From an optimization exercise on the open Yosys and OpenROAD flow, aimed at small area, a short achievable clock period and few clock cycles; shortcuts taken in it are not production practice. Where RTL was checked, it was by simulation tests only, not by an equivalence proof against the original. For run 1, only the layout was checked, not whether the RTL still works. Power and IR drop assume default switching activity.

File: design/flow/config.mk
export PLATFORM = sky130hd
export DESIGN_NAME = vrd
export DESIGN_NICKNAME = vrd
export VERILOG_FILES = /design/flow/design.v
export SDC_FILE = /design/flow/constraint.sdc
export NUM_CORES = 4
export LEC_CHECK = 0
export CAP_MARGIN = 20
export CORE_MARGIN = 2
export CORE_UTILIZATION = 55
export SETUP_SLACK_MARGIN = 5
export SLEW_MARGIN = 20
export SYNTH_MEMORY_MAX_BITS = 16384
File: design/flow/run.sh
#!/bin/bash
# synth_recipe.tcl (not shown) runs the flow's synth.tcl, then flattens the netlist and writes it again
# the make line also repeats each setting of config.mk as NAME=value (left out here)
make -C /OpenROAD-flow-scripts/flow DESIGN_CONFIG=/design/flow/config.mk WORK_HOME=/design/flow/orfs CLKGATE_MAP_FILE= SYNTH_SCRIPT=/design/flow/synth_recipe.tcl finish
File: design/flow/constraint.sdc
create_clock -name core_clock -period 10.0 [get_ports {clk}]
set_input_delay 2.0000 -clock core_clock [delete_from_list [all_inputs] [get_ports {clk}]]
set_output_delay 2.0000 -clock core_clock [all_outputs]
set_load 0.01 [all_outputs]
File: design/flow/design.v
module vrd_scan (
    input  wire [2:0] shape,    
    input  wire       regime,
    input  wire [5:0] cursor,   
    output wire [2:0] row,
    output wire [2:0] col
);
    reg  [1:0] sel;
    always @(*) begin
        case (shape)
            3'd0:    sel = regime ? 2'd0 : 2'd0;
            3'd3:    sel = regime ? 2'd2 : 2'd1;
            3'd6:    sel = regime ? 2'd1 : 2'd2;
            default: sel = 2'd3;
        endcase
    end
    reg [5:0] rc;
    always @(*) begin
        case ({sel, cursor})
            {2'd0, 6'd0}: rc = {3'd0, 3'd0};
            {2'd0, 6'd1}: rc = {3'd0, 3'd1};
            {2'd0, 6'd2}: rc = {3'd1, 3'd0};
            {2'd0, 6'd3}: rc = {3'd2, 3'd0};
            {2'd0, 6'd4}: rc = {3'd1, 3'd1};
            {2'd0, 6'd5}: rc = {3'd0, 3'd2};
            {2'd0, 6'd6}: rc = {3'd0, 3'd3};
            {2'd0, 6'd7}: rc = {3'd1, 3'd2};
            {2'd0, 6'd8}: rc = {3'd2, 3'd1};
            {2'd0, 6'd9}: rc = {3'd3, 3'd0};
            {2'd0, 6'd10}: rc = {3'd4, 3'd0};
            {2'd0, 6'd11}: rc = {3'd3, 3'd1};
            {2'd0, 6'd12}: rc = {3'd2, 3'd2};
            {2'd0, 6'd13}: rc = {3'd1, 3'd3};
            {2'd0, 6'd14}: rc = {3'd0, 3'd4};
            {2'd0, 6'd15}: rc = {3'd0, 3'd5};
            {2'd0, 6'd16}: rc = {3'd1, 3'd4};
            {2'd0, 6'd17}: rc = {3'd2, 3'd3};
            {2'd0, 6'd18}: rc = {3'd3, 3'd2};
            {2'd0, 6'd19}: rc = {3'd4, 3'd1};
            {2'd0, 6'd20}: rc = {3'd5, 3'd0};
            {2'd0, 6'd21}: rc = {3'd6, 3'd0};
            {2'd0, 6'd22}: rc = {3'd5, 3'd1};
            {2'd0, 6'd23}: rc = {3'd4, 3'd2};
            {2'd0, 6'd24}: rc = {3'd3, 3'd3};
            {2'd0, 6'd25}: rc = {3'd2, 3'd4};
            {2'd0, 6'd26}: rc = {3'd1, 3'd5};
            {2'd0, 6'd27}: rc = {3'd0, 3'd6};
            {2'd0, 6'd28}: rc = {3'd0, 3'd7};
            {2'd0, 6'd29}: rc = {3'd1, 3'd6};
            {2'd0, 6'd30}: rc = {3'd2, 3'd5};
            {2'd0, 6'd31}: rc = {3'd3, 3'd4};
            {2'd0, 6'd32}: rc = {3'd4, 3'd3};
            {2'd0, 6'd33}: rc = {3'd5, 3'd2};
            {2'd0, 6'd34}: rc = {3'd6, 3'd1};
            {2'd0, 6'd35}: rc = {3'd7, 3'd0};
            {2'd0, 6'd36}: rc = {3'd7, 3'd1};
            {2'd0, 6'd37}: rc = {3'd6, 3'd2};
            {2'd0, 6'd38}: rc = {3'd5, 3'd3};
            {2'd0, 6'd39}: rc = {3'd4, 3'd4};
            {2'd0, 6'd40}: rc = {3'd3, 3'd5};
            {2'd0, 6'd41}: rc = {3'd2, 3'd6};
            {2'd0, 6'd42}: rc = {3'd1, 3'd7};
            {2'd0, 6'd43}: rc = {3'd2, 3'd7};
            {2'd0, 6'd44}: rc = {3'd3, 3'd6};
            {2'd0, 6'd45}: rc = {3'd4, 3'd5};
            {2'd0, 6'd46}: rc = {3'd5, 3'd4};
            {2'd0, 6'd47}: rc = {3'd6, 3'd3};
            {2'd0, 6'd48}: rc = {3'd7, 3'd2};
            {2'd0, 6'd49}: rc = {3'd7, 3'd3};
            {2'd0, 6'd50}: rc = {3'd6, 3'd4};
            {2'd0, 6'd51}: rc = {3'd5, 3'd5};
            {2'd0, 6'd52}: rc = {3'd4, 3'd6};
            {2'd0, 6'd53}: rc = {3'd3, 3'd7};
            {2'd0, 6'd54}: rc = {3'd4, 3'd7};
            {2'd0, 6'd55}: rc = {3'd5, 3'd6};
            {2'd0, 6'd56}: rc = {3'd6, 3'd5};
            {2'd0, 6'd57}: rc = {3'd7, 3'd4};
            {2'd0, 6'd58}: rc = {3'd7, 3'd5};
            {2'd0, 6'd59}: rc = {3'd6, 3'd6};
            {2'd0, 6'd60}: rc = {3'd5, 3'd7};
            {2'd0, 6'd61}: rc = {3'd6, 3'd7};
            {2'd0, 6'd62}: rc = {3'd7, 3'd6};
            {2'd0, 6'd63}: rc = {3'd7, 3'd7};
            {2'd1, 6'd0}: rc = {3'd0, 3'd0};
            {2'd1, 6'd1}: rc = {3'd0, 3'd1};
            {2'd1, 6'd2}: rc = {3'd1, 3'd0};
            {2'd1, 6'd3}: rc = {3'd2, 3'd0};
            {2'd1, 6'd4}: rc = {3'd1, 3'd1};
            {2'd1, 6'd5}: rc = {3'd0, 3'd2};
            {2'd1, 6'd6}: rc = {3'd0, 3'd3};
            {2'd1, 6'd7}: rc = {3'd1, 3'd2};
            {2'd1, 6'd8}: rc = {3'd2, 3'd1};
            {2'd1, 6'd9}: rc = {3'd3, 3'd0};
            {2'd1, 6'd10}: rc = {3'd3, 3'd1};
            {2'd1, 6'd11}: rc = {3'd2, 3'd2};
            {2'd1, 6'd12}: rc = {3'd1, 3'd3};
            {2'd1, 6'd13}: rc = {3'd0, 3'd4};
            {2'd1, 6'd14}: rc = {3'd0, 3'd5};
            {2'd1, 6'd15}: rc = {3'd1, 3'd4};
            {2'd1, 6'd16}: rc = {3'd2, 3'd3};
            {2'd1, 6'd17}: rc = {3'd3, 3'd2};
            {2'd1, 6'd18}: rc = {3'd3, 3'd3};
            {2'd1, 6'd19}: rc = {3'd2, 3'd4};
            {2'd1, 6'd20}: rc = {3'd1, 3'd5};
            {2'd1, 6'd21}: rc = {3'd0, 3'd6};
            {2'd1, 6'd22}: rc = {3'd0, 3'd7};
            {2'd1, 6'd23}: rc = {3'd1, 3'd6};
            {2'd1, 6'd24}: rc = {3'd2, 3'd5};
            {2'd1, 6'd25}: rc = {3'd3, 3'd4};
            {2'd1, 6'd26}: rc = {3'd3, 3'd5};
            {2'd1, 6'd27}: rc = {3'd2, 3'd6};
            {2'd1, 6'd28}: rc = {3'd1, 3'd7};
            {2'd1, 6'd29}: rc = {3'd2, 3'd7};
            {2'd1, 6'd30}: rc = {3'd3, 3'd6};
            {2'd1, 6'd31}: rc = {3'd3, 3'd7};
            {2'd2, 6'd0}: rc = {3'd0, 3'd0};
            {2'd2, 6'd1}: rc = {3'd0, 3'd1};
            {2'd2, 6'd2}: rc = {3'd1, 3'd0};
            {2'd2, 6'd3}: rc = {3'd2, 3'd0};
            {2'd2, 6'd4}: rc = {3'd1, 3'd1};
            {2'd2, 6'd5}: rc = {3'd0, 3'd2};
            {2'd2, 6'd6}: rc = {3'd0, 3'd3};
            {2'd2, 6'd7}: rc = {3'd1, 3'd2};
            {2'd2, 6'd8}: rc = {3'd2, 3'd1};
            {2'd2, 6'd9}: rc = {3'd3, 3'd0};
            {2'd2, 6'd10}: rc = {3'd4, 3'd0};
            {2'd2, 6'd11}: rc = {3'd3, 3'd1};
            {2'd2, 6'd12}: rc = {3'd2, 3'd2};
            {2'd2, 6'd13}: rc = {3'd1, 3'd3};
            {2'd2, 6'd14}: rc = {3'd2, 3'd3};
            {2'd2, 6'd15}: rc = {3'd3, 3'd2};
            {2'd2, 6'd16}: rc = {3'd4, 3'd1};
            {2'd2, 6'd17}: rc = {3'd5, 3'd0};
            {2'd2, 6'd18}: rc = {3'd6, 3'd0};
            {2'd2, 6'd19}: rc = {3'd5, 3'd1};
            {2'd2, 6'd20}: rc = {3'd4, 3'd2};
            {2'd2, 6'd21}: rc = {3'd3, 3'd3};
            {2'd2, 6'd22}: rc = {3'd4, 3'd3};
            {2'd2, 6'd23}: rc = {3'd5, 3'd2};
            {2'd2, 6'd24}: rc = {3'd6, 3'd1};
            {2'd2, 6'd25}: rc = {3'd7, 3'd0};
            {2'd2, 6'd26}: rc = {3'd7, 3'd1};
            {2'd2, 6'd27}: rc = {3'd6, 3'd2};
            {2'd2, 6'd28}: rc = {3'd5, 3'd3};
            {2'd2, 6'd29}: rc = {3'd6, 3'd3};
            {2'd2, 6'd30}: rc = {3'd7, 3'd2};
            {2'd2, 6'd31}: rc = {3'd7, 3'd3};
            {2'd3, 6'd0}: rc = {3'd0, 3'd0};
            {2'd3, 6'd1}: rc = {3'd0, 3'd1};
            {2'd3, 6'd2}: rc = {3'd1, 3'd0};
            {2'd3, 6'd3}: rc = {3'd2, 3'd0};
            {2'd3, 6'd4}: rc = {3'd1, 3'd1};
            {2'd3, 6'd5}: rc = {3'd0, 3'd2};
            {2'd3, 6'd6}: rc = {3'd0, 3'd3};
            {2'd3, 6'd7}: rc = {3'd1, 3'd2};
            {2'd3, 6'd8}: rc = {3'd2, 3'd1};
            {2'd3, 6'd9}: rc = {3'd3, 3'd0};
            {2'd3, 6'd10}: rc = {3'd3, 3'd1};
            {2'd3, 6'd11}: rc = {3'd2, 3'd2};
            {2'd3, 6'd12}: rc = {3'd1, 3'd3};
            {2'd3, 6'd13}: rc = {3'd2, 3'd3};
            {2'd3, 6'd14}: rc = {3'd3, 3'd2};
            {2'd3, 6'd15}: rc = {3'd3, 3'd3};
            default: rc = 6'd0;
        endcase
    end
    assign row = regime ? rc[2:0] : rc[5:3];
    assign col = regime ? rc[5:3] : rc[2:0];
endmodule
module vrd (
    input  wire        clk,
    input  wire        rst,           
    input  wire        cmd_valid,
    output wire        cmd_ready,
    input  wire [35:0] cmd_word,
    output wire        rsp_valid,
    input  wire        rsp_ready,
    output wire [35:0] rsp_word,
    output wire        irq,
    output wire        sym_req,
    output wire [1:0]  sym_class,
    output wire        sym_regime,
    input  wire        sym_ack,
    input  wire [3:0]  sym_data,
    output wire        coef_req,
    output wire [2:0]  coef_cs,
    input  wire        coef_ack,
    input  wire        coef_err,
    input  wire        coef_last,
    input  wire [31:0] coef_skip,
    input  wire [31:0] coef_value,
    output wire        itx_req,
    output wire        itx_op,        
    output wire [2:0]  itx_shape,
    output wire        itx_kind,      
    output wire [5:0]  itx_idx,
    output wire [15:0] itx_coef,
    input  wire        itx_ack,
    input  wire [15:0] itx_res,
    output wire        mem_req,
    output wire        mem_we,
    output wire [31:0] mem_addr,
    output wire [7:0]  mem_wdata,
    input  wire        mem_ack,
    input  wire [7:0]  mem_rdata
);
    localparam [3:0] OP_NOP = 4'd0, OP_SETQ = 4'd1, OP_SETCTX = 4'd2, OP_SETBASE = 4'd3,
                     OP_SETSTRIDE = 4'd4, OP_DECBLK = 4'd5, OP_CLRACC = 4'd6,
                     OP_RDREG = 4'd7, OP_RDBLK = 4'd8, OP_CLRERR = 4'd9;
    localparam [2:0] ST_OK = 3'd0, ST_ILLCMD = 3'd1, ST_UNCFG = 3'd2, ST_QZERO = 3'd3,
                     ST_STREAM = 3'd4, ST_REFUSED = 3'd5;
    localparam [2:0] SH_FULL = 3'd0, SH_PAIR8x4 = 3'd3, SH_PAIR4x8 = 3'd6, SH_QUAD = 3'd7;
    reg [7:0]  q_mquant;
    reg        q_halfqp;
    reg        q_pquant;
    reg        c_regime;
    reg [2:0]  c_cs;
    reg        c_patf;
    reg        c_resred;
    reg [31:0] dstbase;
    reg [31:0] dststride;
    reg [3:0]  cfgv;
    reg [23:0] ttacc3;         
    reg        res_valid;      
    reg [6:0]  placed0, placed1, placed2, placed3;
    reg        err;
    reg [2:0]  errcode;
    reg [1:0]  errsub;
    reg [31:0] cmdcnt;
    reg [7:0]  quant;
    reg        scale0;         
    reg [15:0] blk [0:63];
    reg [63:0] bval;           
    reg        crdy;           
    reg        st_exec;        
    reg [3:0]  op;
    reg [10:0] cd;             
    reg        cd_hi;          
    reg        st_sym, st_pull, st_bub1, st_bub2, st_fin, fin_err;
    reg        r_itx, r_itxop, r_mem, r_memwe;
    reg [1:0]  r_class;
    reg [2:0]  wshape;
    reg [3:0]  wsubpat;
    reg [1:0]  k;
    reg [6:0]  cur;
    reg [5:0]  pidx;
    reg [5:0]  pnx;            
    reg        lcol;           
    reg        r_kind;
    reg [15:0] r_coef;
    reg [31:0] r_addr;
    reg [8:0]  r_res;          
    reg [7:0]  r_wdata;
    reg        r_rspv;
    reg [34:0] r_rsp;
    reg        we0;
    reg [5:0]  pos0;
    reg [15:0] v0;
    reg [1:0]  k0;
    reg        we1;
    reg [5:0]  cell1;
    reg [15:0] t1;
    wire st_beat = r_itx & ~r_itxop;
    wire st_res  = r_itx &  r_itxop;
    wire st_mrd  = r_mem & ~r_memwe;
    wire st_mwr  = r_mem &  r_memwe;
    wire d_noshape = cd[3];
    wire d_first   = cd[4];
    wire d_skipblk = cd[5];
    wire d_ttout   = cd[6];
    wire [2:0] d_n = cd[10:8];
    assign cmd_ready  = crdy;
    assign rsp_valid  = r_rspv;
    assign rsp_word   = {1'b0, r_rsp};
    assign irq        = err;
    assign sym_req    = st_sym;
    assign sym_class  = r_class;
    assign sym_regime = c_regime;
    assign coef_req   = st_pull;
    assign coef_cs    = c_cs;
    assign itx_req    = r_itx;
    assign itx_op     = r_itxop;
    assign itx_shape  = wshape;
    assign itx_kind   = r_kind;
    assign itx_idx    = pidx;
    assign itx_coef   = r_coef;
    assign mem_req    = r_mem;
    assign mem_we     = r_memwe;
    assign mem_addr   = r_addr;
    assign mem_wdata  = r_wdata;
    reg [3:0] pat;
    always @(*) begin
        case (wshape)
            SH_FULL:    pat = 4'hF;
            SH_QUAD:    pat = ~wsubpat;
            SH_PAIR8x4: pat = ~{wsubpat[1], wsubpat[1], wsubpat[0], wsubpat[0]};
            default:    pat = ~{wsubpat[1], wsubpat[0], wsubpat[1], wsubpat[0]};
        endcase
    end
    wire [31:0] reg_ttacc  = {1'b0, ttacc3[23:21], 1'b0, ttacc3[20:18], 1'b0, ttacc3[17:15],
                              1'b0, ttacc3[14:12], 1'b0, ttacc3[11:9],  1'b0, ttacc3[8:6],
                              1'b0, ttacc3[5:3],   1'b0, ttacc3[2:0]};
    wire [31:0] reg_result = res_valid ? {16'd0, 1'b1, wsubpat, wshape, 4'd0, pat} : 32'd0;
    wire [31:0] reg_status = {16'd0, cfgv, 2'd0, errsub, 1'b0, errcode, 3'd0, err};
    reg [31:0] regval;
    always @(*) begin
        case (cd[3:0])
            4'd0:    regval = {22'd0, q_pquant, q_halfqp, q_mquant};
            4'd1:    regval = {26'd0, c_resred, c_patf, c_cs, c_regime};
            4'd2:    regval = dstbase;
            4'd3:    regval = dststride;
            4'd4:    regval = reg_ttacc;
            4'd5:    regval = reg_result;
            4'd6:    regval = {1'b0, placed3, 1'b0, placed2, 1'b0, placed1, 1'b0, placed0};
            4'd7:    regval = reg_status;
            4'd8:    regval = cmdcnt;
            default: regval = {8'd0, quant, 7'd0, quant, scale0};
        endcase
    end
    reg rsv;
    always @(*) begin
        case (op)
            OP_SETQ:                  rsv = cd_hi | cd[10];
            OP_SETCTX, OP_RDBLK:      rsv = cd_hi | (|cd[10:6]);
            OP_SETBASE, OP_SETSTRIDE: rsv = 1'b0;
            OP_DECBLK:                rsv = cd_hi | cd[7];
            OP_RDREG:                 rsv = cd_hi | (|cd[10:4]);
            default:                  rsv = cd_hi | (|cd);
        endcase
    end
    wire admitted = (op == OP_NOP) | (op == OP_RDREG) | (op == OP_RDBLK) | (op == OP_CLRERR);
    wire refused  = err & ~admitted;
    wire illegal  = (op >= 4'd10) | rsv | ((op == OP_RDREG) & (cd[3:0] >= 4'd10)) |
                    ((op == OP_DECBLK) & d_noshape & (cd[2:0] != 3'd0));
    wire dec_go   = (op == OP_DECBLK) & (cfgv == 4'b1111) & (q_mquant != 8'd0);
    function [2:0] norm_shape(input [2:0] raw);
        case (raw)
            3'd0:             norm_shape = SH_FULL;
            3'd1, 3'd2, 3'd3: norm_shape = SH_PAIR8x4;
            3'd4, 3'd5, 3'd6: norm_shape = SH_PAIR4x8;
            default:          norm_shape = SH_QUAD;
        endcase
    endfunction
    wire wide = ~wshape[2];                
    reg       has_nxt;
    reg [1:0] nxt_k;
    always @(*) begin
        has_nxt = 1'b0;
        nxt_k   = 2'd0;
        case (wshape)
            SH_PAIR8x4, SH_PAIR4x8: begin
                has_nxt = (k == 2'd0) & ~wsubpat[0];
                nxt_k   = 2'd1;
            end
            SH_QUAD: begin
                if (k == 2'd0 && !wsubpat[2]) begin
                    has_nxt = 1'b1; nxt_k = 2'd1;
                end else if (k <= 2'd1 && !wsubpat[1]) begin
                    has_nxt = 1'b1; nxt_k = 2'd2;
                end else if (k <= 2'd2 && !wsubpat[0]) begin
                    has_nxt = 1'b1; nxt_k = 2'd3;
                end
            end
            default: ;
        endcase
    end
    function [5:0] cell_of(input [2:0] shp, input [1:0] kk, input [5:0] p);
        if (!shp[2])
            cell_of = {p[5] | (shp[0] & kk[0]), p[4:0]};
        else
            cell_of = {p[4] | (shp[0] & kk[1]), p[3:2], kk[0], p[1:0]};
    endfunction
    wire last_idx = wshape == SH_FULL ? (pidx == 6'd63) :
                    wshape == SH_QUAD ? (pidx[3:0] == 4'd15) : (pidx[4:0] == 5'd31);
    wire last_col = lcol;
    wire inc_last_col = wide ? (pidx_inc[2:0] == 3'd7) : (pidx_inc[1:0] == 2'd3);
    wire [7:0] cur_sum = {1'b0, cur} + {1'b0, coef_skip[6:0]};
    wire       big     = (|coef_skip[31:7]) | cur_sum[7];
    wire       overrun = big | (wshape == SH_FULL ? cur_sum[6] :
                                wshape == SH_QUAD ? (|cur_sum[6:4]) : (|cur_sum[6:5]));
    wire       place   = ~coef_err & ~overrun;
    wire       sub_end = overrun | coef_last;
    reg [6:0] placed_k;
    always @(*) begin
        case (k)
            2'd0: placed_k = placed0;
            2'd1: placed_k = placed1;
            2'd2: placed_k = placed2;
            default: placed_k = placed3;
        endcase
    end
    wire [2:0] scan_row, scan_col;
    vrd_scan u_scan (
        .shape  (wshape),
        .regime (c_regime),
        .cursor (pos0),
        .row    (scan_row),
        .col    (scan_col)
    );
    wire       y0b_0 = (wshape == SH_PAIR8x4 & k0[0]) | (wshape == SH_QUAD & k0[1]);
    wire       x0b_0 = wshape[2] & k0[0];
    wire [5:0] place_cell = {scan_row[2] | y0b_0, scan_row[1:0], scan_col[2] | x0b_0, scan_col[1:0]};
    wire [8:0]  scl = {quant, scale0};
    wire [15:0] pp0 = v0 & {16{scl[0]}};
    wire [15:0] pp1 = {v0[14:0], 1'b0} & {16{scl[1]}};
    wire [15:0] pp2 = {v0[13:0], 2'b0} & {16{scl[2]}};
    wire [15:0] pp3 = {v0[12:0], 3'b0} & {16{scl[3]}};
    wire [15:0] pp4 = {v0[11:0], 4'b0} & {16{scl[4]}};
    wire [15:0] pp5 = {v0[10:0], 5'b0} & {16{scl[5]}};
    wire [15:0] pp6 = {v0[9:0],  6'b0} & {16{scl[6]}};
    wire [15:0] pp7 = {v0[8:0],  7'b0} & {16{scl[7]}};
    wire [15:0] pp8 = {v0[7:0],  8'b0} & {16{scl[8]}};
    wire [15:0] l1s0 = pp0 ^ pp1 ^ pp2;
    wire [15:0] l1c0 = {((pp0[14:0] & pp1[14:0]) | (pp0[14:0] & pp2[14:0]) | (pp1[14:0] & pp2[14:0])), 1'b0};
    wire [15:0] l1s1 = pp3 ^ pp4 ^ pp5;
    wire [15:0] l1c1 = {((pp3[14:0] & pp4[14:0]) | (pp3[14:0] & pp5[14:0]) | (pp4[14:0] & pp5[14:0])), 1'b0};
    wire [15:0] l1s2 = pp6 ^ pp7 ^ pp8;
    wire [15:0] l1c2 = {((pp6[14:0] & pp7[14:0]) | (pp6[14:0] & pp8[14:0]) | (pp7[14:0] & pp8[14:0])), 1'b0};
    wire [15:0] l2s0 = l1s0 ^ l1c0 ^ l1s1;
    wire [15:0] l2c0 = {((l1s0[14:0] & l1c0[14:0]) | (l1s0[14:0] & l1s1[14:0]) | (l1c0[14:0] & l1s1[14:0])), 1'b0};
    wire [15:0] l2s1 = l1c1 ^ l1s2 ^ l1c2;
    wire [15:0] l2c1 = {((l1c1[14:0] & l1s2[14:0]) | (l1c1[14:0] & l1c2[14:0]) | (l1s2[14:0] & l1c2[14:0])), 1'b0};
    wire [15:0] l3s0 = l2s0 ^ l2c0 ^ l2s1;
    wire [15:0] l3c0 = {((l2s0[14:0] & l2c0[14:0]) | (l2s0[14:0] & l2s1[14:0]) | (l2c0[14:0] & l2s1[14:0])), 1'b0};
    wire [15:0] l4s0 = l3s0 ^ l3c0 ^ l2c1;
    wire [15:0] l4c0 = {((l3s0[14:0] & l3c0[14:0]) | (l3s0[14:0] & l2c1[14:0]) | (l3c0[14:0] & l2c1[14:0])), 1'b0};
    wire [15:0] t_next = l4s0 + l4c0;
    wire [15:0] deq_val = q_pquant ? t1 : (t1[15] ? t1 - {8'd0, quant} : t1 + {8'd0, quant});
    wire [5:0] pidx_inc = pidx + 6'd1;
    wire [5:0] rsel = st_exec ? cd[5:0] : cell_of(wshape, k, pnx);
    wire [63:0] rd_hot = 64'd1 << rsel;
    reg  [15:0] rd_raw;
    integer i;
    always @(*) begin
        rd_raw = 16'd0;
        for (i = 0; i < 64; i = i + 1)
            rd_raw = rd_raw | (blk[i] & {16{rd_hot[i] & bval[i]}});
    end
    wire [15:0] rd_val = (we1 && cell1 == rsel) ? deq_val : rd_raw;
    wire        y0b = (wshape == SH_PAIR8x4 & k[0]) | (wshape == SH_QUAD & k[1]);
    wire        x0b = wshape[2] & k[0];
    wire [31:0] add_a = st_bub1 ? dstbase : r_addr;
    wire [31:0] add_b = st_bub1 ? (y0b ? {dststride[29:0], 2'b00} : 32'd0)
                                : (last_col ? dststride : 32'd0);
    wire [31:0] add_c = st_bub1 ? {29'd0, x0b, 2'b00}
                                : (last_col ? (wide ? 32'hFFFFFFF9 : 32'hFFFFFFFD) : 32'd1);
    wire [31:0] csa_s = add_a ^ add_b ^ add_c;
    wire [31:0] csa_c = (add_a & add_b) | (add_a & add_c) | (add_b & add_c);
    wire [31:0] addr_next = csa_s + {csa_c[30:0], 1'b0};
    wire        res_hi = ~itx_res[15] & ((|itx_res[14:8]) | (&itx_res[7:0]));
    wire        res_lo =  itx_res[15] & ~((&itx_res[14:8]) & (|itx_res[7:0]));
    wire [8:0]  res_sat = res_hi ? 9'd255 : res_lo ? 9'h101 : itx_res[8:0];
    wire [9:0]  pix_sum = {2'b00, mem_rdata} + {r_res[8], r_res};
    wire [7:0]  pix_new = pix_sum[9] ? 8'd0 : pix_sum[8] ? 8'd255 : pix_sum[7:0];
    always @(posedge clk) begin
        if (we1)
            blk[cell1] <= deq_val;
    end
    wire blk_clear = st_exec & ~r_rspv & ~refused & ~illegal & dec_go;
    always @(posedge clk) begin
        if (blk_clear)
            bval <= 64'd0;
        else if (we1)
            bval[cell1] <= 1'b1;
    end
    always @(posedge clk) begin
        v0    <= coef_value[15:0];
        pos0  <= cur_sum[5:0];
        k0    <= k;
        cell1 <= place_cell;
        t1    <= t_next;
    end
    wire finish_ok = st_mwr & mem_ack & last_idx & ~has_nxt;
    always @(posedge clk) begin
        if (rst) begin
            q_mquant  <= 8'd0;
            q_halfqp  <= 1'b0;
            q_pquant  <= 1'b0;
            c_regime  <= 1'b0;
            c_cs      <= 3'd0;
            c_patf    <= 1'b0;
            c_resred  <= 1'b0;
            dstbase   <= 32'd0;
            dststride <= 32'd0;
            cfgv      <= 4'd0;
            ttacc3    <= 24'd0;
            res_valid <= 1'b0;
            wshape    <= 3'd0;
            wsubpat   <= 4'd0;
            placed0   <= 7'd0;
            placed1   <= 7'd0;
            placed2   <= 7'd0;
            placed3   <= 7'd0;
            err       <= 1'b0;
            errcode   <= 3'd0;
            errsub    <= 2'd0;
            cmdcnt    <= 32'd0;
            quant     <= 8'd0;
            scale0    <= 1'b0;
            crdy      <= 1'b1;
            st_exec   <= 1'b0;
            st_sym    <= 1'b0;
            st_pull   <= 1'b0;
            st_bub1   <= 1'b0;
            st_bub2   <= 1'b0;
            st_fin    <= 1'b0;
            r_itx     <= 1'b0;
            r_mem     <= 1'b0;
            r_rspv    <= 1'b0;
            we0       <= 1'b0;
            we1       <= 1'b0;
        end else begin
            we0 <= st_pull & coef_ack & place;
            we1 <= we0;
            if (r_rspv && rsp_ready)
                r_rspv <= 1'b0;
            if (crdy && cmd_valid) begin
                crdy    <= 1'b0;
                st_exec <= 1'b1;
                op      <= cmd_word[35:32];
                cd      <= cmd_word[10:0];
                cd_hi   <= |cmd_word[31:11];
                if (cmd_word[35:32] == OP_SETBASE && !err) begin
                    dstbase <= cmd_word[31:0];
                    cfgv[2] <= 1'b1;
                end
                if (cmd_word[35:32] == OP_SETSTRIDE && !err) begin
                    dststride <= cmd_word[31:0];
                    cfgv[3]   <= 1'b1;
                end
            end
            if (st_exec && !r_rspv) begin
                st_exec <= 1'b0;
                if (refused) begin
                    r_rspv <= 1'b1;
                    r_rsp  <= {ST_REFUSED, reg_status};
                    crdy   <= 1'b1;
                end else if (illegal) begin
                    r_rspv <= 1'b1;
                    crdy   <= 1'b1;
                    if (!err) begin
                        err     <= 1'b1;
                        errcode <= ST_ILLCMD;
                        errsub  <= 2'd0;
                        r_rsp   <= {ST_ILLCMD, 16'd0, cfgv, 2'd0, 2'd0, 1'b0, ST_ILLCMD, 3'd0, 1'b1};
                    end else begin
                        r_rsp   <= {ST_ILLCMD, reg_status};
                    end
                end else if (op == OP_DECBLK) begin
                    if (cfgv != 4'b1111) begin
                        r_rspv  <= 1'b1;
                        crdy    <= 1'b1;
                        err     <= 1'b1;
                        errcode <= ST_UNCFG;
                        errsub  <= 2'd0;
                        r_rsp   <= {ST_UNCFG, 16'd0, cfgv, 2'd0, 2'd0, 1'b0, ST_UNCFG, 3'd0, 1'b1};
                    end else if (q_mquant == 8'd0) begin
                        r_rspv  <= 1'b1;
                        crdy    <= 1'b1;
                        err     <= 1'b1;
                        errcode <= ST_QZERO;
                        errsub  <= 2'd0;
                        r_rsp   <= {ST_QZERO, 16'd0, cfgv, 2'd0, 2'd0, 1'b0, ST_QZERO, 3'd0, 1'b1};
                    end else begin
                        placed0   <= 7'd0;
                        placed1   <= 7'd0;
                        placed2   <= 7'd0;
                        placed3   <= 7'd0;
                        res_valid <= 1'b0;
                        quant     <= q_mquant[7] ? (~q_mquant + 8'd1) : q_mquant;
                        scale0    <= ~q_mquant[7] & q_halfqp;
                        cur       <= 7'd0;
                        fin_err   <= 1'b0;
                        wshape    <= norm_shape(cd[2:0]);
                        if (d_noshape) begin
                            st_sym  <= 1'b1;
                            r_class <= 2'd0;
                        end else begin
                            case (cd[2:0])
                                3'd0: begin
                                    wsubpat <= 4'd0;
                                    k       <= 2'd0;
                                    st_pull <= 1'b1;
                                end
                                3'd7: begin
                                    st_sym  <= 1'b1;
                                    r_class <= 2'd1;
                                end
                                3'd3, 3'd6: begin
                                    st_sym  <= 1'b1;
                                    r_class <= 2'd2;
                                end
                                3'd2, 3'd5: begin
                                    wsubpat <= 4'b0010;
                                    k       <= 2'd1;
                                    st_pull <= 1'b1;
                                end
                                default: begin
                                    wsubpat <= 4'b0001;
                                    k       <= 2'd0;
                                    st_pull <= 1'b1;
                                end
                            endcase
                        end
                    end
                end else begin
                    r_rspv <= 1'b1;
                    crdy   <= 1'b1;
                    cmdcnt <= cmdcnt + 32'd1;
                    r_rsp  <= {ST_OK, 32'd0};
                    case (op)
                        OP_SETQ: begin
                            q_mquant <= cd[7:0];
                            q_halfqp <= cd[8];
                            q_pquant <= cd[9];
                            cfgv[0]  <= 1'b1;
                        end
                        OP_SETCTX: begin
                            c_regime <= cd[0];
                            c_cs     <= cd[3:1];
                            c_patf   <= cd[4];
                            c_resred <= cd[5];
                            cfgv[1]  <= 1'b1;
                        end
                        OP_CLRACC: ttacc3 <= 24'd0;
                        OP_RDREG:  r_rsp <= {ST_OK, regval};
                        OP_RDBLK:  r_rsp <= {ST_OK, {16{rd_raw[15]}}, rd_raw};
                        OP_CLRERR: begin
                            err     <= 1'b0;
                            errcode <= 3'd0;
                            errsub  <= 2'd0;
                        end
                        default: ;
                    endcase
                end
            end
            if (st_sym && sym_ack) begin
                case (r_class)
                    2'd0: begin
                        wshape <= norm_shape(sym_data[2:0]);
                        if (sym_data[2:0] == 3'd0) begin
                            wsubpat <= 4'd0;
                            k       <= 2'd0;
                            st_sym  <= 1'b0;
                            st_pull <= 1'b1;
                        end else if (sym_data[2:0] == 3'd7) begin
                            r_class <= 2'd1;
                        end else if (sym_data[2:0] == 3'd3 || sym_data[2:0] == 3'd6 ||
                                     !d_first || c_patf) begin
                            r_class <= 2'd2;
                        end else begin
                            st_sym  <= 1'b0;
                            st_pull <= 1'b1;
                            if (sym_data[2:0] == 3'd2 || sym_data[2:0] == 3'd5) begin
                                wsubpat <= 4'b0010;
                                k       <= 2'd1;
                            end else begin
                                wsubpat <= 4'b0001;
                                k       <= 2'd0;
                            end
                        end
                    end
                    2'd1: begin
                        wsubpat <= ~sym_data;
                        st_sym  <= 1'b0;
                        st_pull <= |sym_data;
                        st_fin  <= ~(|sym_data);
                        k <= sym_data[3] ? 2'd0 : sym_data[2] ? 2'd1 : sym_data[1] ? 2'd2 : 2'd3;
                    end
                    default: begin
                        wsubpat <= (sym_data[1:0] == 2'd0) ? 4'd0 : {2'd0, sym_data[1:0] ^ 2'b11};
                        st_sym  <= 1'b0;
                        st_pull <= 1'b1;
                        k       <= (sym_data[1:0] == 2'd1) ? 2'd1 : 2'd0;
                    end
                endcase
            end
            if (st_pull && coef_ack) begin
                if (coef_err) begin
                    st_pull <= 1'b0;
                    st_fin  <= 1'b1;
                    fin_err <= 1'b1;
                end else begin
                    if (!overrun) begin
                        cur <= cur_sum[6:0] + 7'd1;
                        case (k)
                            2'd0: placed0 <= placed0 + 7'd1;
                            2'd1: placed1 <= placed1 + 7'd1;
                            2'd2: placed2 <= placed2 + 7'd1;
                            default: placed3 <= placed3 + 7'd1;
                        endcase
                    end
                    if (sub_end) begin
                        if (!d_skipblk) begin
                            st_pull <= 1'b0;
                            st_bub1 <= 1'b1;
                        end else if (has_nxt) begin
                            k   <= nxt_k;
                            cur <= 7'd0;
                        end else begin
                            st_pull <= 1'b0;
                            st_fin  <= 1'b1;
                        end
                    end
                end
            end
            if (st_bub1) begin
                st_bub1 <= 1'b0;
                st_bub2 <= 1'b1;
                r_kind  <= (placed_k == 7'd1);
                r_addr  <= addr_next;
                pnx     <= 6'd0;
            end
            if (st_bub2) begin
                st_bub2  <= 1'b0;
                r_itx    <= 1'b1;
                r_itxop  <= 1'b0;
                pidx     <= 6'd0;
                r_coef   <= rd_val;
                pnx      <= 6'd1;
            end
            if (st_beat && itx_ack) begin
                if (last_idx) begin
                    r_itxop <= 1'b1;
                    pidx    <= 6'd0;
                    lcol    <= 1'b0;
                end else begin
                    pidx    <= pidx_inc;
                    r_coef  <= rd_val;
                    pnx     <= pnx + 6'd1;
                end
            end
            if (st_res && itx_ack) begin
                r_itx   <= 1'b0;
                r_mem   <= 1'b1;
                r_memwe <= 1'b0;
                r_res   <= res_sat;
            end
            if (st_mrd && mem_ack) begin
                r_memwe <= 1'b1;
                r_wdata <= pix_new;
            end
            if (st_mwr && mem_ack) begin
                r_mem <= 1'b0;
                if (!last_idx) begin
                    pidx    <= pidx_inc;
                    lcol    <= inc_last_col;
                    r_itx   <= 1'b1;
                    r_addr  <= addr_next;
                end else if (has_nxt) begin
                    k       <= nxt_k;
                    cur     <= 7'd0;
                    st_pull <= 1'b1;
                end
            end
            if (finish_ok || (st_fin && !fin_err && !we0 && !we1)) begin
                st_fin    <= 1'b0;
                r_rspv    <= 1'b1;
                crdy      <= 1'b1;
                res_valid <= 1'b1;
                cmdcnt    <= cmdcnt + 32'd1;
                r_rsp     <= {ST_OK, 16'd0, 1'b1, wsubpat, wshape, 4'd0, pat};
                if (d_ttout)
                    ttacc3 <= ttacc3 | ({21'd0, wshape} << (d_n * 3));
            end
            if (st_fin && fin_err && !we0 && !we1) begin
                st_fin <= 1'b0;
                r_rspv <= 1'b1;
                crdy   <= 1'b1;
                if (!err) begin
                    err     <= 1'b1;
                    errcode <= ST_STREAM;
                    errsub  <= k;
                    r_rsp   <= {ST_STREAM, 16'd0, cfgv, 2'd0, k, 1'b0, ST_STREAM, 3'd0, 1'b1};
                end else begin
                    r_rsp   <= {ST_STREAM, reg_status};
                end
            end
        end
    end
endmodule
==> results of run 1 <==
## worst max path at each step
| stage | end | slack, ns | depth (start not counted) |
|---|---|---|---|
| after CTS | placed3[5] | 5.01 | 12 |
| final | r_coef[0] | 4.89 | 10 |
| after global placement | placed3[5] | 3.54 | 12 |
| after detailed placement | placed3[5] | 3.41 | 12 |
| after floorplan | placed3[5] | 5.04 | 11 |
| after global routing | r_addr[30] | 5.00 | 16 |
## layer usage
layer	up-vias	GRT usage [%]
met5	-	0
met4	8	28.6
met3	915	9.36
met2	3776	63.3
met1	25900	51.0
li1	22000	-
## cell usage in the layout (no fill, tap or decap), drive strengths merged, types with 34 or more instances in the layout
cell type,count
clkbuf,206
ha,110
nand2,417
xor2,65
o21ai,170
a22o,70
a21o,55
mux2i,77
a222oi,56
xnor2,66
inv,210
nand4,101
a22oi,259
clkinv,59
nor3,72
nand2b,38
fa,101
o22ai,40
a32oi,34
a31oi,57
a21oi,326
and3,100
edfxtp,1168
nor2,416
and4,48
and2,157
buf,207
nand3,221
clkdlybuf4s50,236
nor4,54
a221oi,58
dfxtp,313
## area by class of cell
cell class,count,share of cell area (%)
sequential,1481,52.8
multi-input combinational,3594,32.0
clock buffer,202,5.28
timing repair buffer,448,5.20
tap,1625,2.60
clock inverter,80,1.09
inverter,204,0.989
antenna,8,0.0256
## sequential cells by signal (all words and copies together) (netlist names), 7 cells and up
signal     flops
blk         1024
bval          64
cd            11
cmdcnt        32
cur            7
dstbase       32
dststride     32
placed0        7
placed1        7
placed2        7
placed3        7
q_mquant       8
quant          8
r_addr        32
r_coef        16
r_res          9
r_rsp         35
r_wdata        8
t1            16
ttacc3        24
v0            16
## worst max-delay path, cell delays in order, from the launching register on
cell and delay, ns:
dfxtp_4 0.37, buf_4 0.32, mux2_2 0.42, mux2_2 0.49, o2111a_1 0.47, a22oi_1 0.42, o211ai_1 0.20, nor4_1 1.05
nand4b_1 0.61, mux2i_1 0.38, a21oi_1 0.10
## synthesized netlist by cell type, drive strengths merged (26+ instances only)
| cell type | count | area (sq um) |
|---|---|---|
| and4 | 48 | 420 |
| dfxtp | 313 | 6270 |
| nor2 | 416 | 1560 |
| a222oi | 56 | 561 |
| buf | 47 | 254 |
| nand4 | 101 | 632 |
| mux2i | 77 | 771 |
| a21o | 55 | 413 |
| ha | 110 | 1380 |
| nand3 | 221 | 1110 |
| fa | 101 | 2020 |
| nor3 | 72 | 360 |
| a21oi | 326 | 1630 |
| nand2b | 38 | 238 |
| o21ai | 170 | 851 |
| and2 | 157 | 987 |
| clkbuf | 289 | 1080 |
| a22o | 70 | 613 |
| a211oi | 29 | 230 |
| xnor2 | 66 | 578 |
| a221oi | 58 | 508 |
| nor4 | 54 | 338 |
| and3 | 100 | 626 |
| xor2 | 65 | 569 |
| a32oi | 34 | 298 |
| nor2b | 26 | 163 |
| a22oi | 259 | 1940 |
| nand2 | 417 | 1570 |
| inv | 203 | 762 |
| o22ai | 40 | 250 |
| a31oi | 57 | 357 |
| edfxtp | 1168 | 35100 |
## repair_timing
| action | 4_1_cts | 5_1_grt |
|---|---|---|
| endpoints found under the setup margin | 77 | 49 |
| hold buffers | 0 | 0 |
| pin swaps | 3 | 10 |
| gates cloned | 1 | 2 |
| setup buffers | 1 | 9 |
| resized for setup | 40 | 35 |
## power by group
group / total, mW / switching, mW / internal, mW
Clock: 5.73 / 2.52 / 3.21
Sequential: 6.72 / 0.109 / 6.61
Combinational: 1.03 / 0.678 / 0.350
## logic make-up after synthesis
family                   Yosys count  synth area share [%]
other                              1               0.00555
adder cells (fa/ha/maj)          213                  5.05
multiplexers                     103                  1.60
flip-flops                      1481                  61.1
buffers and inverters            540                  3.11
AO/OA/AOI/OAI                   1375                  14.2
AND/OR/NAND/NOR                 1771                  13.2
XOR/XNOR                         131                  1.70
## through the flow
step	hold WS (ns)	total power, mW
6_report	0.460	13.5
4_1_cts	0.460	13.4
3_5_place_dp	0.446	7.83
3_3_place_gp	0.439	7.82
2_1_floorplan	0.343	7.41
5_1_grt	0.477	13.8
==> impl_metrics.tcl, run 1 <==
set metrics [dict create \
    status "complete, no violations" \
    wl_met3_mm 29.5 \
    final_hold_viol_count 0 \
    rows 128 \
    maxCapViolCount 0 \
    critPathLaunch "wshape[2]" \
    layout-drive-gt1-share_pct 10.8 \
    p_leak_nw 27.2 \
    dp_hpwl_mm 171 \
    placed_cell_area_sq_um 72800 \
    synthCells 5615 \
    synth_ff_type "edfxtp_1" \
    slew_violations 0 \
    end_kind "flop" \
    num_vias 52600 \
    synth_seq_cells 1481 \
    clockBufferDepth 3 \
    io_buffer_count 237 \
    start_util_pct 55.5 \
    synth_edf_count 1168 \
    worst_ep_arrival_time_ns 5.64 \
    rrSetupSlack_ns 4.89 \
    required_ns 10.53 \
    synthToLayoutAreaGrowth_pct 15.8 \
    die_area_sq_um 126000 \
    clkTransAtPathRegs_ns 0.06 \
    regArea_sq_um 41400 \
    highest_layer "met5" \
    grt_usage_pct 40.8 \
    worstReg2RegStart "wshape[2]" \
    antenna_found_initial 14 \
    detail_route.wl_per_cell_um 34.0 \
    dr.first_iter.drc_count 8364 \
    viasPerCell 6.88 \
    worstSkewPairLatency_ns 0.83 \
    drc 0 \
    powerDensity_nw_per_um2 172 \
    critical_path_class "flop to flop" \
    rsz0062_at_grt "no" \
    cts_tree "built" \
    period_needed_ns 5.11 \
    synth_warnings 2 \
    syn_nets 5964 \
    drtAntennaViolNets 0 \
    layout_setup_ws_ns 4.89 \
    stdcell_area_sq_um 78300 \
    met2_length_mm 117 \
    fin_util_pct 64.3 \
    dpl.cell_count 7337 \
    hold_start "bval[9]" \
    fin_crit_sh_pct 51.1 \
    min_to "bval[9]" \
    finalSetupViolations 0 \
    yosysUniqueCellTypes 91 \
    die_y_um 355 \
    crit_path_max_fanout 20 \
    dr.pass1.iters 9 \
    start_kind "flop" \
    netlist_area_sq_um 67600 \
    grt_start_max_net_pins 108 \
    grt_pass1_wl_mm 364 \
    holdPathStages 2 \
    skew_ns 0.0475 \
    reg2regPathDepth 10 \
    cts_made_buffers 154 \
    syn_area_per_cell_sq_um 12.0 \
    layout.nets 6232 \
    gp_congestion 0.967 \
    multi_input_area_sq_um 25100 \
    r2r-end "r_coef[0]" \
    grt_overflow_total 0 \
    setup_tns_ns 0 \
    fmax_mhz 196 \
    first_global_vias 49200 \
    pre_cts_ws_ns 3.41 \
    synth-seq-area-share_pct 61.1 \
    core_sq_um 122000 \
    routed_wl_mm 260 \
    ys_async_sr_fraction_pct 0 \
    worstMarginPinSlew_ns 1.24 \
    cts-root-buf "clkbuf_16" \
    nFillCells 9357 \
    wl_met1_mm 91.1 \
    peakVddDrop_v 0.000193 \
    die_w_um 355 \
    cts_htree_levels 4 \
    io-pin-count 255 \
    hold_class "flop to flop" \
    fin_cells 7642 \
    cts.sinks 1481 \
    maxSlewHeadroom_pct 17.4 \
]
==> inputs of run 2 (changes only) <==
--- a/design/flow/design.v
+++ b/design/flow/design.v
@@ -243,12 +243,14 @@
     reg [3:0]  wsubpat;
     reg [1:0]  k;
     reg [6:0]  cur;
-    reg [5:0]  pidx;
-    reg [5:0]  pnx;            
+    reg [5:0]  pidx;           
+    reg [5:0]  rsel;           
     reg        lcol;           
+    reg [1:0]  astep;          
     reg        r_kind;
     reg [15:0] r_coef;
     reg [31:0] r_addr;
+    reg [31:0] r_nrow;         
     reg [8:0]  r_res;          
     reg [7:0]  r_wdata;
     reg        r_rspv;
@@ -259,7 +261,7 @@
     reg [1:0]  k0;
     reg        we1;
     reg [5:0]  cell1;
-    reg [15:0] t1;
+    reg [15:0] s1, c1;         
     wire st_beat = r_itx & ~r_itxop;
     wire st_res  = r_itx &  r_itxop;
     wire st_mrd  = r_mem & ~r_memwe;
@@ -372,7 +374,8 @@
     endfunction
     wire last_idx = wshape == SH_FULL ? (pidx == 6'd63) :
                     wshape == SH_QUAD ? (pidx[3:0] == 4'd15) : (pidx[4:0] == 5'd31);
-    wire last_col = lcol;
+    wire [5:0] pidx_inc  = pidx + 6'd1;
+    wire [5:0] pidx_inc2 = pidx + 6'd2;
     wire inc_last_col = wide ? (pidx_inc[2:0] == 3'd7) : (pidx_inc[1:0] == 2'd3);
     wire [7:0] cur_sum = {1'b0, cur} + {1'b0, coef_skip[6:0]};
     wire       big     = (|coef_skip[31:7]) | cur_sum[7];
@@ -410,24 +413,23 @@
     wire [15:0] pp6 = {v0[9:0],  6'b0} & {16{scl[6]}};
     wire [15:0] pp7 = {v0[8:0],  7'b0} & {16{scl[7]}};
     wire [15:0] pp8 = {v0[7:0],  8'b0} & {16{scl[8]}};
-    wire [15:0] l1s0 = pp0 ^ pp1 ^ pp2;
-    wire [15:0] l1c0 = {((pp0[14:0] & pp1[14:0]) | (pp0[14:0] & pp2[14:0]) | (pp1[14:0] & pp2[14:0])), 1'b0};
-    wire [15:0] l1s1 = pp3 ^ pp4 ^ pp5;
-    wire [15:0] l1c1 = {((pp3[14:0] & pp4[14:0]) | (pp3[14:0] & pp5[14:0]) | (pp4[14:0] & pp5[14:0])), 1'b0};
-    wire [15:0] l1s2 = pp6 ^ pp7 ^ pp8;
-    wire [15:0] l1c2 = {((pp6[14:0] & pp7[14:0]) | (pp6[14:0] & pp8[14:0]) | (pp7[14:0] & pp8[14:0])), 1'b0};
-    wire [15:0] l2s0 = l1s0 ^ l1c0 ^ l1s1;
-    wire [15:0] l2c0 = {((l1s0[14:0] & l1c0[14:0]) | (l1s0[14:0] & l1s1[14:0]) | (l1c0[14:0] & l1s1[14:0])), 1'b0};
-    wire [15:0] l2s1 = l1c1 ^ l1s2 ^ l1c2;
-    wire [15:0] l2c1 = {((l1c1[14:0] & l1s2[14:0]) | (l1c1[14:0] & l1c2[14:0]) | (l1s2[14:0] & l1c2[14:0])), 1'b0};
-    wire [15:0] l3s0 = l2s0 ^ l2c0 ^ l2s1;
-    wire [15:0] l3c0 = {((l2s0[14:0] & l2c0[14:0]) | (l2s0[14:0] & l2s1[14:0]) | (l2c0[14:0] & l2s1[14:0])), 1'b0};
-    wire [15:0] l4s0 = l3s0 ^ l3c0 ^ l2c1;
-    wire [15:0] l4c0 = {((l3s0[14:0] & l3c0[14:0]) | (l3s0[14:0] & l2c1[14:0]) | (l3c0[14:0] & l2c1[14:0])), 1'b0};
-    wire [15:0] t_next = l4s0 + l4c0;
-    wire [15:0] deq_val = q_pquant ? t1 : (t1[15] ? t1 - {8'd0, quant} : t1 + {8'd0, quant});
-    wire [5:0] pidx_inc = pidx + 6'd1;
-    wire [5:0] rsel = st_exec ? cd[5:0] : cell_of(wshape, k, pnx);
+    function [31:0] csa(input [15:0] a, input [15:0] b, input [15:0] c);
+        csa = {a ^ b ^ c, ((a[14:0] & b[14:0]) | (a[14:0] & c[14:0]) | (b[14:0] & c[14:0])), 1'b0};
+    endfunction
+    wire [31:0] l1a = csa(pp0, pp1, pp2);
+    wire [31:0] l1b = csa(pp3, pp4, pp5);
+    wire [31:0] l1c = csa(pp6, pp7, pp8);
+    wire [31:0] l2a = csa(l1a[31:16], l1a[15:0], l1b[31:16]);
+    wire [31:0] l2b = csa(l1b[15:0], l1c[31:16], l1c[15:0]);
+    wire [31:0] l3a = csa(l2a[31:16], l2a[15:0], l2b[31:16]);
+    wire [31:0] l4a = csa(l3a[31:16], l3a[15:0], l2b[15:0]);
+    wire [15:0] q16  = {8'd0, quant};
+    wire [15:0] t_u  = s1 + c1;
+    wire [31:0] csp  = csa(s1, c1, q16);
+    wire [31:0] csm  = csa(s1, c1, ~q16);
+    wire [15:0] t_p  = csp[31:16] + csp[15:0];
+    wire [15:0] t_m  = csm[31:16] + {csm[15:1], 1'b1};
+    wire [15:0] deq_val = q_pquant ? t_u : (t_u[15] ? t_m : t_p);
     wire [63:0] rd_hot = 64'd1 << rsel;
     reg  [15:0] rd_raw;
     integer i;
@@ -439,14 +441,11 @@
     wire [15:0] rd_val = (we1 && cell1 == rsel) ? deq_val : rd_raw;
     wire        y0b = (wshape == SH_PAIR8x4 & k[0]) | (wshape == SH_QUAD & k[1]);
     wire        x0b = wshape[2] & k[0];
-    wire [31:0] add_a = st_bub1 ? dstbase : r_addr;
-    wire [31:0] add_b = st_bub1 ? (y0b ? {dststride[29:0], 2'b00} : 32'd0)
-                                : (last_col ? dststride : 32'd0);
-    wire [31:0] add_c = st_bub1 ? {29'd0, x0b, 2'b00}
-                                : (last_col ? (wide ? 32'hFFFFFFF9 : 32'hFFFFFFFD) : 32'd1);
-    wire [31:0] csa_s = add_a ^ add_b ^ add_c;
-    wire [31:0] csa_c = (add_a & add_b) | (add_a & add_c) | (add_b & add_c);
-    wire [31:0] addr_next = csa_s + {csa_c[30:0], 1'b0};
+    wire [31:0] add_a = (astep == 2'd1) ? dstbase : r_nrow;
+    wire [31:0] add_b = (astep == 2'd1) ? {29'd0, x0b, 2'b00} :
+                        (astep == 2'd2) ? {dststride[29:0], 2'b00} : dststride;
+    wire [31:0] nrow_next = add_a + add_b;
+    wire [31:0] addr_inc  = r_addr + 32'd1;
     wire        res_hi = ~itx_res[15] & ((|itx_res[14:8]) | (&itx_res[7:0]));
     wire        res_lo =  itx_res[15] & ~((&itx_res[14:8]) & (|itx_res[7:0]));
     wire [8:0]  res_sat = res_hi ? 9'd255 : res_lo ? 9'h101 : itx_res[8:0];
@@ -468,7 +467,8 @@
         pos0  <= cur_sum[5:0];
         k0    <= k;
         cell1 <= place_cell;
-        t1    <= t_next;
+        s1    <= l4a[31:16];
+        c1    <= l4a[15:0];
     end
     wire finish_ok = st_mwr & mem_ack & last_idx & ~has_nxt;
     always @(posedge clk) begin
@@ -504,6 +504,7 @@
             st_bub1   <= 1'b0;
             st_bub2   <= 1'b0;
             st_fin    <= 1'b0;
+            astep     <= 2'd0;
             r_itx     <= 1'b0;
             r_mem     <= 1'b0;
             r_rspv    <= 1'b0;
@@ -512,6 +513,14 @@
         end else begin
             we0 <= st_pull & coef_ack & place;
             we1 <= we0;
+            if (we0) begin
+                case (k0)
+                    2'd0: placed0 <= placed0 + 7'd1;
+                    2'd1: placed1 <= placed1 + 7'd1;
+                    2'd2: placed2 <= placed2 + 7'd1;
+                    default: placed3 <= placed3 + 7'd1;
+                endcase
+            end
             if (r_rspv && rsp_ready)
                 r_rspv <= 1'b0;
             if (crdy && cmd_valid) begin
@@ -520,6 +529,7 @@
                 op      <= cmd_word[35:32];
                 cd      <= cmd_word[10:0];
                 cd_hi   <= |cmd_word[31:11];
+                rsel    <= cmd_word[5:0];
                 if (cmd_word[35:32] == OP_SETBASE && !err) begin
                     dstbase <= cmd_word[31:0];
                     cfgv[2] <= 1'b1;
@@ -676,58 +686,62 @@
                 endcase
             end
             if (st_pull && coef_ack) begin
+                cur <= cur_sum[6:0] + 7'd1;
                 if (coef_err) begin
                     st_pull <= 1'b0;
                     st_fin  <= 1'b1;
                     fin_err <= 1'b1;
-                end else begin
-                    if (!overrun) begin
-                        cur <= cur_sum[6:0] + 7'd1;
-                        case (k)
-                            2'd0: placed0 <= placed0 + 7'd1;
-                            2'd1: placed1 <= placed1 + 7'd1;
-                            2'd2: placed2 <= placed2 + 7'd1;
-                            default: placed3 <= placed3 + 7'd1;
-                        endcase
-                    end
-                    if (sub_end) begin
-                        if (!d_skipblk) begin
-                            st_pull <= 1'b0;
-                            st_bub1 <= 1'b1;
-                        end else if (has_nxt) begin
-                            k   <= nxt_k;
-                            cur <= 7'd0;
-                        end else begin
-                            st_pull <= 1'b0;
-                            st_fin  <= 1'b1;
-                        end
+                end else if (sub_end) begin
+                    if (!d_skipblk) begin
+                        st_pull <= 1'b0;
+                        st_bub1 <= 1'b1;
+                        astep   <= 2'd1;
+                        rsel    <= cell_of(wshape, k, 6'd0);
+                    end else if (has_nxt) begin
+                        k   <= nxt_k;
+                        cur <= 7'd0;
+                    end else begin
+                        st_pull <= 1'b0;
+                        st_fin  <= 1'b1;
                     end
                 end
             end
+            if (astep == 2'd1) begin
+                r_nrow <= nrow_next;
+                astep  <= 2'd2;
+            end
+            if (astep == 2'd2) begin
+                if (y0b)
+                    r_nrow <= nrow_next;
+                astep <= 2'd3;
+            end
+            if (astep == 2'd3) begin
+                r_addr <= r_nrow;
+                r_nrow <= nrow_next;
+                lcol   <= 1'b0;
+                astep  <= 2'd0;
+            end
             if (st_bub1) begin
                 st_bub1 <= 1'b0;
                 st_bub2 <= 1'b1;
-                r_kind  <= (placed_k == 7'd1);
-                r_addr  <= addr_next;
-                pnx     <= 6'd0;
             end
             if (st_bub2) begin
-                st_bub2  <= 1'b0;
-                r_itx    <= 1'b1;
-                r_itxop  <= 1'b0;
-                pidx     <= 6'd0;
-                r_coef   <= rd_val;
-                pnx      <= 6'd1;
+                st_bub2 <= 1'b0;
+                r_kind  <= (placed_k == 7'd1);
+                r_itx   <= 1'b1;
+                r_itxop <= 1'b0;
+                pidx    <= 6'd0;
+                r_coef  <= rd_val;
+                rsel    <= cell_of(wshape, k, 6'd1);
             end
             if (st_beat && itx_ack) begin
                 if (last_idx) begin
                     r_itxop <= 1'b1;
                     pidx    <= 6'd0;
-                    lcol    <= 1'b0;
                 end else begin
                     pidx    <= pidx_inc;
                     r_coef  <= rd_val;
-                    pnx     <= pnx + 6'd1;
+                    rsel    <= cell_of(wshape, k, pidx_inc2);
                 end
             end
             if (st_res && itx_ack) begin
@@ -743,10 +757,15 @@
             if (st_mwr && mem_ack) begin
                 r_mem <= 1'b0;
                 if (!last_idx) begin
-                    pidx    <= pidx_inc;
-                    lcol    <= inc_last_col;
-                    r_itx   <= 1'b1;
-                    r_addr  <= addr_next;
+                    pidx  <= pidx_inc;
+                    lcol  <= inc_last_col;
+                    r_itx <= 1'b1;
+                    if (lcol) begin
+                        r_addr <= r_nrow;
+                        r_nrow <= nrow_next;
+                    end else begin
+                        r_addr <= addr_inc;
+                    end
                 end else if (has_nxt) begin
                     k       <= nxt_k;
                     cur     <= 7'd0;
--- a/design/flow/config.mk
+++ b/design/flow/config.mk
@@ -7,7 +7,7 @@
 export LEC_CHECK = 0
 export CAP_MARGIN = 20
 export CORE_MARGIN = 2
-export CORE_UTILIZATION = 55
+export CORE_UTILIZATION = 40
 export SETUP_SLACK_MARGIN = 5
 export SLEW_MARGIN = 20
 export SYNTH_MEMORY_MAX_BITS = 16384
==> run 2 against run 1 <==
Still clean. Sequential power grew 3.4%. Register-to-register slack better by 0.096 ns. Setup slack better by 0.096 ns. Global-route usage fell by 12 points. Cell count grew 12%. Cell area increased by 3.7%. Sequential cell count is 45 higher. Utilization fell by 18 points. Maximum frequency grew 1.9%. Total power up 2.0%. Non-clock buffer count fell by 51. Largest cell class unchanged.
==> impl_metrics.tcl, run 2 <==
set metrics [dict create \
    syn_nets 6258 \
    antenna_found_initial 8 \
    start_kind "flop" \
    seqPwrFrac_pct 50.6 \
    internal_power_mw 10.4 \
    syn_area_per_cell_sq_um 11.9 \
    final_common_cell "edfxtp_1" \
    cts.sinks 1526 \
    fin_util_pct 46.6 \
    rrSetupSlack_ns 4.99 \
    pre_cts_ws_ns 4.22 \
    period_needed_ns 5.01 \
    die_y_um 423 \
    setup_tns_ns 0 \
    status "complete, no violations" \
    grt_pass1_wl_mm 369 \
    gp_congestion 0.952 \
    rsz0062_at_grt "yes" \
    grt_usage_pct 28.6 \
    end_kind "flop" \
    detail_route.wl_per_cell_um 30.6 \
    crit_path_max_fanout 44 \
    p_leak_nw 28.2 \
    worstMarginPinSlew_ns 1.23 \
    largest_register_ffs 1024 \
    required_ns 10.48 \
    routed_wl_mm 263 \
    fin_crit_sh_pct 50.1 \
    whs_ns 0.416 \
    yosysUniqueCellTypes 97 \
    skew_ns 0.0496 \
    slew_violations 0 \
    synth_seq_cells 1526 \
    synth_warnings 2 \
    synth.top_cell.area_share_pct 51.2 \
    dp_hpwl_mm 172 \
    fmax_mhz 199 \
    placed_cell_area_sq_um 76100 \
    fin_cells 8578 \
    drtAntennaViolNets 0 \
    ys_async_sr_fraction_pct 0 \
    min_to "st_bub1" \
    die_area_sq_um 179000 \
    critical_path_class "flop to flop" \
    powerDensity_nw_per_um2 169 \
    cts-root-buf "clkbuf_16" \
    peakVddDrop_v 0.000180 \
    synthToLayoutAreaGrowth_pct 15.5 \
    synth_most_common_cell "edfxtp_1" \
    dr.first_iter.drc_count 7679 \
    r2r-end "r_rsp[8]" \
    worstSkewPairLatency_ns 0.82 \
    hold_class "flop to flop" \
    clkTransAtPathRegs_ns 0.06 \
    grt_start_max_net_pins 82 \
    start_util_pct 40.4 \
    maxCapViolCount 0 \
    drc 0 \
    io-pin-count 255 \
    worstReg2RegStart "rsel[4]" \
    maxSlewHeadroom_pct 17.2 \
    die_w_um 423 \
    clockPowerShare_pct 43.1 \
    cts_made_buffers 161 \
    cts_htree_levels 4 \
    synth_ff_type "edfxtp_1" \
    reg2regPathDepth 11 \
    num_vias 53200 \
    largest-register "blk" \
    netSwitchingPower_mw 3.31 \
    synth_top_area_cell "edfxtp_1" \
    synthTopCellsByArea "edfxtp_1 (51%), dfxtp_1 (9.3%), a22oi_1 (3.1%), a21oi_1 (2.7%), nor2_1 (2.7%)" \
    synth_edf_count 1200 \
    synth-seq-area-share_pct 60.5 \
    stdcell_area_sq_um 81300 \
    finalSetupViolations 0 \
    holdPathStages 1 \
    worst_ep_arrival_time_ns 5.50 \
    synth.top_cells.by_count "edfxtp_1 (1200), nor2_1 (508), nand2_1 (415), a21oi_1 (381), dfxtp_1 (326)" \
    netlist_area_sq_um 70300 \
    final_hold_viol_count 0 \
    synthCells 5892 \
    top_regs "blk: 1024 flops, bval: 64 flops, r_rsp: 35 flops" \
    nFillCells 15700 \
    core_sq_um 174000 \
    layout-drive-gt1-share_pct 9.47 \
    grt_overflow_total 0 \
    p_comb_share_pct 6.3 \
    total_power_mw 13.7 \
    layout_common_cells "edfxtp_1 (1200), nor2_1 (444), nand2_1 (415), a21oi_1 (378), dfxtp_1 (322)" \
    layout_setup_ws_ns 4.99 \
    viasPerCell 6.20 \
    cts_tree "built" \
    clockBufferDepth 3 \
    dpl.cell_count 8282 \
    rows 153 \
    swShare_pct 24.1 \
    first_global_vias 49800 \
    dr.pass1.iters 7 \
    io_buffer_count 237 \
    hold_start "st_bub1" \
    layout.nets 6486 \
]
run 2: changes by cell type after synthesis, moves of 33 or more:
cell / change
o21ai_0: +34
ha_1: +33
a21oi_1: +55
xnor2_1: +34
a22oi_1: +34
nor2_1: +93
run 2: final cells by class:
type	instances	area [sq um]	area share, %
clock buffers	192	4220	5.19
repair buffers	397	3570	4.40
diodes	4	10.0	0.0123
clock inverters	100	913	1.12
flip-flops and latches	1526	42600	52.4
well taps	2325	2910	3.58
multi-input cells	3833	26300	32.4
inverters	201	757	0.932
run 2: kinds of logic (layout without fill, tap and decap cells):
logic type,count (synthesis),in the layout,synth area share [%]
AOI/OAI and AO/OA,1452,1452,14.1
xor gates and xnor gates,154,154,1.92
adders and majority gates,230,230,4.99
buffers and inverters,533,890,3.07
DFF,1526,1526,60.5
muxes,122,122,1.84
other,1,5,0.00533
and+or+nand+nor,1874,1874,13.6
run 2: how the worst max path moves through the flow:
| stage | from | to | slack [ns] | cells past startpoint |
|---|---|---|---|---|
| 3_5_place_dp | coef_skip[0] | rsel[2] | 4.22 | 11 |
| 2_1_floorplan | s1[5] | blk[0][4] | 5.04 | 11 |
| 3_3_place_gp | coef_skip[0] | rsel[3] | 4.26 | 11 |
| 4_1_cts | rsel[4] | r_rsp[3] | 5.01 | 11 |
| 5_1_grt | rsel[4] | r_rsp[8] | 4.98 | 11 |
| 6_report | rsel[4] | r_rsp[8] | 4.99 | 11 |
run 2: routing by layer:
layer	wire length, um	track usage [%]	vias to the layer above
met5	12	0	-
met4	17800	16.4	2
met3	29500	6.38	705
met2	115000	43.2	3339
met1	101000	37.9	26400
li1	-	-	22800
run 2: power groups by stage:
stage	logic, mW	clock network (mW)	registers, mW
CTS	0.855	5.95	6.95
global route	0.932	6.19	6.96
floorplan	0.535	0	7.01
global placement	0.842	0	7.08
finish	0.870	5.92	6.95
detailed placement	0.849	0	7.08
run 2: critical path, cell delays in order, from the launching register on:
cell      delay (ns)
edfxtp_1        0.33
buf_4           0.47
and4b_1         0.26
buf_4           0.24
and2_1          0.52
a222oi_1        0.46
nor4bb_1        0.34
nand4_1         0.54
nor4_2          0.75
o22ai_1         0.23
a22oi_1         0.25
o221ai_1        0.23
run 2: repair_timing:
| action | in CTS | in global routing |
|---|---|---|
| buffers inserted | 0 | 0 |
| endpoints found under the setup margin | 2 | 78 |
| hold buffers | 0 | 0 |
| gates resized for setup | 2 | 8 |
Testbench counts of run 2, summed over its fixed seeds: cycles 129,187.

==> what the ideal ports hide <==
In the flow no input, the clock included, has a driving cell. The finished layouts below were timed again as built, in two steps.
Step 1: set_driving_cell puts a clkbuf_16 on clk and a buf_2 on each other input, an assumption about the parent block.
Step 2 times the ports against the registers' clock, not the clock port: input delays grow and output delays shrink by t, the midpoint of the rising clock arrivals with the driver on.
Three values: ideal, step 1, step 2; two values: the first two.
run | shift t [ns] | setup WS [ns] | clock arrival spread, ns
run 1 | 0.885 | 4.892 / 4.892 / 4.382 | 0.050 / 0.050
run 2 | 0.867 | 4.987 / 4.987 / 4.453 | 0.049 / 0.049
After both steps setup and hold are still met in every run listed. For run 2, which loses most, drivers alone change the setup slack by 0.000 ns; drivers and shift together by -0.534 ns.
